Background: an optimization exercise with open tools, aiming at small area, a short achievable clock period and few clock cycles. Do not read the settings as production practice.
Function was checked by simulation only, so behaviour that the tests miss may differ from the original.
Power and IR drop assume default switching activity.

==> flow/design.v (excerpt) <==
module dcpc (
    input  wire        clk,
    input  wire        rst,      
    input  wire        req,
    input  wire        we,
    input  wire        wide,     
    input  wire [15:0] addr,
    input  wire [31:0] wdata,
    output wire        ack,
    output wire        err,
    output reg  [31:0] rdata
);
    localparam R_OK          = 5'h00;
    localparam R_TRUNC_ETH   = 5'h01;
    localparam R_TRUNC_VLAN  = 5'h02;
    localparam R_TRUNC_PN    = 5'h03;
    localparam R_TRUNC_DCP   = 5'h04;
    localparam R_ADDR_MM     = 5'h05;
    localparam R_PROTO_MM    = 5'h06;
    localparam R_FID_MM      = 5'h07;
    localparam R_DLEN        = 5'h08;
    localparam R_NO_VIEW     = 5'h10;
    localparam R_ILLEGAL     = 5'h11;
    localparam W_RESTART = 2'd0;
    localparam W_WALK    = 2'd1;
    localparam W_PARK    = 2'd2;
    localparam W_READY   = 2'd3;
    localparam J_NAME = 3'd0;
    localparam J_VEND = 3'd1;
    localparam J_ID   = 3'd2;
    localparam J_IP0  = 3'd3;
    localparam J_IP1  = 3'd4;
    localparam J_NONE = 3'd5;
    reg  [7:0]  rx [0:127];
    reg  [7:0]  nm [0:60];           
    reg  [7:0]  vd [0:60];           
    reg  [4:0]  st_res;
    reg         st_valid;
    reg         st_vlan;
    reg         st_ovr;
    reg         view_set;            
    reg         ctrl_en;
  ...
Size: about 7300 cells after synthesis, about 2600 flip-flops, about 87 I/O pins, ~0.11 mm² of cells after synthesis.
Settings: LEC_CHECK=0, CAP_MARGIN=20, CORE_MARGIN=2, CORE_UTILIZATION=40, PLACE_DENSITY=0.6, SETUP_SLACK_MARGIN=4.0, SLEW_MARGIN=20; clock period 10.0 ns.
run.sh (not shown) runs the stock make flow with config.mk's settings and CLKGATE_MAP_FILE= SYNTH_SCRIPT=/design/flow/synth_recipe.tcl, a recipe that flattens the netlist after the stock synthesis.
The baseline went through all stages and came out clean.
Testbench counts at the start, summed over its fixed seeds: cycles 26,721.
Rerun with:
--- a/flow/design.v
+++ b/flow/design.v
@@ -67,50 +67,51 @@
     reg  [5:0]  ptr;                 
     reg  [6:0]  rem;                 
     reg  [1:0]  ws;                  
     reg  [5:0]  w_nlen, w_vlen;      
     reg  [5:0]  n_hp, v_hp, id_hp, ip_hp;
     reg         id_p, ip_p;
     reg  [7:0]  w_role;
     reg         w_ovr;
     reg  [2:0]  job;                 
     reg  [2:0]  cnt;
     reg         busy_cp;             
     reg         busy_rd;             
+    reg         busy_rd2;            
     integer i;
     wire in_regs   = (addr[15:7] == 9'd0);
     wire in_name   = (addr[15:6] == 10'h004) && (addr[5:0] != 6'h3F);
     wire in_vendor = (addr[15:6] == 10'h005) && (addr[5:0] != 6'h3F);
     wire in_rx     = (addr[15:7] == 9'h080);
     wire in_tx     = (addr[15:6] == 10'h200) && (addr[5:0] < 6'd34);
     wire acc_ok  = in_regs ? (wide && addr[1:0] == 2'b00)
                            : ((in_name || in_vendor || in_rx || in_tx) && !wide);
     wire bus_err = !acc_ok;
-    wire idle    = !busy_cp && !busy_rd;
+    wire idle    = !busy_cp && !busy_rd && !busy_rd2;
     wire take    = req && idle && acc_ok;
     wire reg_wr  = take && we && in_regs;
     wire [4:0] ra = addr[6:2];
     wire cmd_wr  = reg_wr && (ra == 5'd0);
     wire c_enc   = (wdata == 32'd1) || (wdata == 32'd2);
     wire c_val   = (wdata == 32'd3);
     wire c_par   = (wdata == 32'd4);
     wire c_nop   = (wdata == 32'd0);
     wire rx_wr   = take && we && in_rx;
     wire rx_rd   = take && !we && in_rx;
     wire par_req = cmd_wr && c_par && st_valid;
     wire ready   = (ws == W_READY);
     wire par_go  = par_req && ready;
     wire cp_last;
     wire stall   = rx_rd || (par_req && !(ready && cp_last));
-    assign ack = req && (busy_rd || (busy_cp && cp_last) || (idle && !stall));
+    assign ack = req && (busy_rd2 || (busy_cp && cp_last) || (idle && !stall));
     assign err = req && idle && bus_err;
     wire [3:0] row0 = ptr[5:2] + {3'd0, ptr[1:0] != 2'd0};
     wire [3:0] row1 = ptr[5:2] + {3'd0, ptr[1]};
     wire [3:0] row2 = ptr[5:2] + {3'd0, ptr[1:0] == 2'd3};
     wire [3:0] row3 = ptr[5:2];
     wire [15:0] bk0 = {rx[{row0, 3'd0}], rx[{row0, 3'd1}]};
     wire [15:0] bk1 = {rx[{row1, 3'd2}], rx[{row1, 3'd3}]};
     wire [15:0] bk2 = {rx[{row2, 3'd4}], rx[{row2, 3'd5}]};
     wire [15:0] bk3 = {rx[{row3, 3'd6}], rx[{row3, 3'd7}]};
     reg  [63:0] win;
     always @* begin
         case (ptr[1:0])
@@ -193,25 +194,25 @@
             5'h1C: reg_rd = {26'd0, d_vlen};
             5'h1D: reg_rd = 32'h0022_0080;
             5'h1E: reg_rd = 32'h0000_0001;
             5'h1F: reg_rd = 32'h0000_0002;
             default: reg_rd = 32'd0;
         endcase
     end
     always @* begin
         rdata = 32'd0;
         if (addr[15])
             rdata[7:0] = txb;
         else if (addr[14])
-            rdata[7:0] = addr[0] ? w1 : w0;
+            rdata[7:0] = w_role;        
         else if (addr[8])
             rdata[7:0] = addr[6] ? vd_rd : nm_rd;
         else
             rdata = reg_rd;
     end
     wire [47:0] v_dst    = {rx[0], rx[1], rx[2], rx[3], rx[4], rx[5]};
     wire [47:0] v_src    = {rx[6], rx[7], rx[8], rx[9], rx[10], rx[11]};
     wire [15:0] v_et     = {rx[12], rx[13]};
     wire [15:0] v_et_in  = {rx[16], rx[17]};
     wire        v_tag    = (v_et == 16'h8100);
     wire [15:0] v_fid    = v_tag ? {rx[18], rx[19]} : {rx[14], rx[15]};
     wire [7:0]  v_sid    = v_tag ? rx[20] : rx[16];
@@ -289,25 +290,25 @@
         if (rx_wr)
             rx[addr[6:0]] <= wdata[7:0];
     end
     always @(posedge clk) begin
         for (i = 0; i < 61; i = i + 1) begin
             if (cp_act && job == J_NAME && cnt == i / 8)
                 nm[i] <= win[63 - 8 * (i % 8) -: 8];
             if (cp_act && job == J_VEND && cnt == i / 8)
                 vd[i] <= win[63 - 8 * (i % 8) -: 8];
         end
     end
     always @(posedge clk) begin
-        case (ws)
+        if (!busy_rd && !busy_rd2) case (ws)
             W_RESTART: begin
                 ptr    <= st_vlan ? 6'd15 : 6'd13;
                 rem    <= view_dlen;
                 w_nlen <= 6'd0;
                 w_vlen <= 6'd0;
                 id_p   <= 1'b0;
                 ip_p   <= 1'b0;
                 w_role <= 8'd0;
                 w_ovr  <= 1'b0;
                 ws     <= W_WALK;
             end
             W_WALK: begin
@@ -380,25 +381,28 @@
                 default: ;
             endcase
             job <= nj;
             cnt <= ncnt;
             ptr <= nptr;
             if (cp_last) begin
                 busy_cp <= 1'b0;
                 ws      <= W_PARK;
             end else begin
                 busy_cp <= 1'b1;
             end
         end
-        busy_rd <= rx_rd;
+        busy_rd  <= rx_rd;
+        busy_rd2 <= busy_rd;
+        if (busy_rd)
+            w_role <= addr[0] ? w1 : w0;
         if (rx_rd) begin
             ptr <= addr[6:1];
             ws  <= W_RESTART;
         end
         if (reg_wr) begin
             case (ra)
                 5'h02: ctrl_en <= wdata[0];
                 5'h03: exp_fid <= wdata[15:0];
                 5'h04: src_mac[47:32] <= wdata[15:0];
                 5'h05: src_mac[31:0]  <= wdata;
                 5'h06: dst_mac[47:32] <= wdata[15:0];
                 5'h07: dst_mac[31:0]  <= wdata;
@@ -461,16 +465,17 @@
             rx_src   <= 48'd0;
             d_vid    <= 16'd0;
             d_did    <= 16'd0;
             d_role   <= 8'd0;
             d_ip     <= 32'd0;
             d_mask   <= 32'd0;
             d_gw     <= 32'd0;
             d_ipst   <= 16'd0;
             d_nlen   <= 6'd0;
             d_vlen   <= 6'd0;
             busy_cp  <= 1'b0;
             busy_rd  <= 1'b0;
+            busy_rd2 <= 1'b0;
             ws       <= W_RESTART;
         end
     end
 endmodule
The new run completed with no timing, DRC or antenna violations.
Hold slack got worse by 0.0070 ns.
Design area is higher by 0.57%.
Routed wire length climbs by 0.58%.
Via count goes up by 3.0%.
Utilization went down by 0.28 points.
Clock-buffer cell count came out lower by 3.
Global-route usage fell by 0.53 points.
Register-to-register slack gains 1.5 ns.
Testbench counts after the change, summed over its fixed seeds: cycles 26,721.

* * *

dcpc, a different RTL version from the one above (not shown whole).
For scale: roughly 2,700 flip-flops, roughly 87 I/O pins, roughly 110,000 µm² of cells after synthesis.
clock: 10.0 ns
lec_check: 0
cap_margin: 20
core_margin: 2
core_utilization: 40
place_density: 0.6
setup_slack_margin: 4.0
slew_margin: 20
The baseline went through all stages and came out clean.
Testbench counts at the start, summed over its fixed seeds: cycles 26,909.
==> next run, changes <==
--- a/flow/design.v
+++ b/flow/design.v
@@ -78,26 +78,25 @@
     reg         busy_cp;             
     reg         busy_rd;             
     reg         busy_rd2;            
     reg  [9:0]  pa;                  
     reg  [31:0] rd_q;
     reg         rd_fresh;
     reg         rd_wait;             
-    reg         cmd_wait;            
     reg  [1:0]  last_cmd;            
     integer i;
     wire in_regs   = (addr[15:7] == 9'd0);
     wire in_name   = (addr[15:6] == 10'h004) && (addr[5:0] != 6'h3F);
     wire in_vendor = (addr[15:6] == 10'h005) && (addr[5:0] != 6'h3F);
     wire in_rx     = (addr[15:7] == 9'h080);
     wire in_tx     = (addr[15:6] == 10'h200) && (addr[5:0] < 6'd34);
     wire acc_ok  = in_regs ? (wide && addr[1:0] == 2'b00)
                            : ((in_name || in_vendor || in_rx || in_tx) && !wide);
     wire bus_err = !acc_ok;
-    wire idle    = !busy_cp && !busy_rd && !busy_rd2 && !rd_wait && !cmd_wait;
+    wire idle    = !busy_cp && !busy_rd && !busy_rd2 && !rd_wait;
     wire take    = req && idle && acc_ok;
     wire reg_wr  = take && we && in_regs;
     wire [4:0] ra = addr[6:2];
     wire cmd_wr  = reg_wr && (ra == 5'd0);
     wire c_enc   = (wdata == 32'd1) || (wdata == 32'd2);
     wire c_val   = (wdata == 32'd3);
     wire c_par   = (wdata == 32'd4);
@@ -108,17 +107,17 @@
     wire ready   = (ws == W_READY);
     wire par_go  = par_req && ready;
     wire [9:0] a_key = {addr[15], addr[14], addr[8], addr[6:0]};
     wire rd_hit  = rd_fresh && (a_key == pa);
     wire rd_miss = req && idle && !we && !rd_hit;   
     wire rd_adv  = rd_wait || (req && idle && !we && rd_hit);
     wire cp_last = cpl;
-    wire ack_busy  = rd_wait || cmd_wait || busy_rd2 || (busy_cp && cpl);
-    wire ps_block  = st_valid && !(ready && cpl);
-    wire par_stall = ps_block && wide && (addr == 16'd0) && wdata[2];
+    wire ack_busy  = rd_wait || busy_rd2 || (busy_cp && cpl);
+    wire ps_block  = st_valid && !(ready && cpl);   
+    wire par_stall = ps_block && wide && (addr == 16'd0) && c_par;
     assign ack = req && (ack_busy || (idle && (we ? !par_stall : rd_hit)));
     assign err = req && (idle || rd_wait) && bus_err;
     wire [3:0] row0 = ptr[5:2] + {3'd0, ptr[1:0] != 2'd0};
     wire [3:0] row1 = ptr[5:2] + {3'd0, ptr[1]};
     wire [3:0] row2 = ptr[5:2] + {3'd0, ptr[1:0] == 2'd3};
     wire [3:0] row3 = ptr[5:2];
     wire [15:0] bk0 = {rx[{row0, 3'd0}], rx[{row0, 3'd1}]};
@@ -490,15 +489,14 @@
         end
         busy_rd  <= rx_rd;
         busy_rd2 <= busy_rd;
         pa       <= sa;
         rd_q     <= rd_n;
         rd_fresh <= !busy_rd && !(sa[8] && !sa[9]);
         rd_wait  <= rd_miss && !rx_rd;
-        cmd_wait <= req && idle && we && par_stall && !c_par;
         if (cmd_wr && (c_enc || c_val || c_par))
             last_cmd <= c_enc ? 2'd1 : c_val ? 2'd2 : 2'd3;
         if (rx_rd) begin
             ptr <= addr[6:1];
             ws  <= W_RESTART;
         end
         if (reg_wr) begin
@@ -558,13 +556,12 @@
             d_nlen   <= 6'd0;
             d_vlen   <= 6'd0;
             busy_cp  <= 1'b0;
             busy_rd  <= 1'b0;
             busy_rd2 <= 1'b0;
             rd_fresh <= 1'b0;
             rd_wait  <= 1'b0;
-            cmd_wait <= 1'b0;
             last_cmd <= 2'd0;
             ws       <= W_RESTART;
         end
     end
 endmodule
After rerunning:
- The new run finished clean
- die area stays flat
- total power rose by 3.1%
- via count rose by 0.84%
- area after synthesis stays flat
- setup slack gets worse by 0.13 ns
- combinational power rose by about 7%
- cell count stays flat
- worst hold slack barely changes
- register-to-register slack gets better by 0.07 ns
- wire length rose by 1.4%
- global-route usage rose by 0.30 points
- non-clock buffer count rose by 12
- fmax fell by 2.1%
Testbench counts after the change, summed over its fixed seeds: cycles 26,909.

==> port drivers added, routing unchanged <==
No port has a modelled driver above. Below, the same layouts with a new extraction and two added sets of constraints. Step 1 assumes that a clkbuf_16 drives the clock port and a buf_2 every other input. Step 2, shift: input delay + t, output delay - t, t = (earliest + latest rising clock arrival at the registers) / 2. This alone moves slack from input paths to output paths. a / b / c = ideal ports / drivers / drivers and shift; a / b = the first two.
run	t (ns)	setup slack, ns	cell pins on the clock port's net
the first run of note 1	0.978	2.569 / 2.558 / 2.569	1
the second run of note 1	0.975	2.650 / 2.439 / 2.439	1
the first run of note 2	0.980	3.927 / 3.930 / 2.977	1
the second run of note 2	0.981	3.798 / 3.766 / 2.951	1
After both steps setup and hold are still met in every run listed. The setup slack of the first run of note 2, which loses most, moves by +0.003 ns with the drivers and by -0.950 ns with both steps.
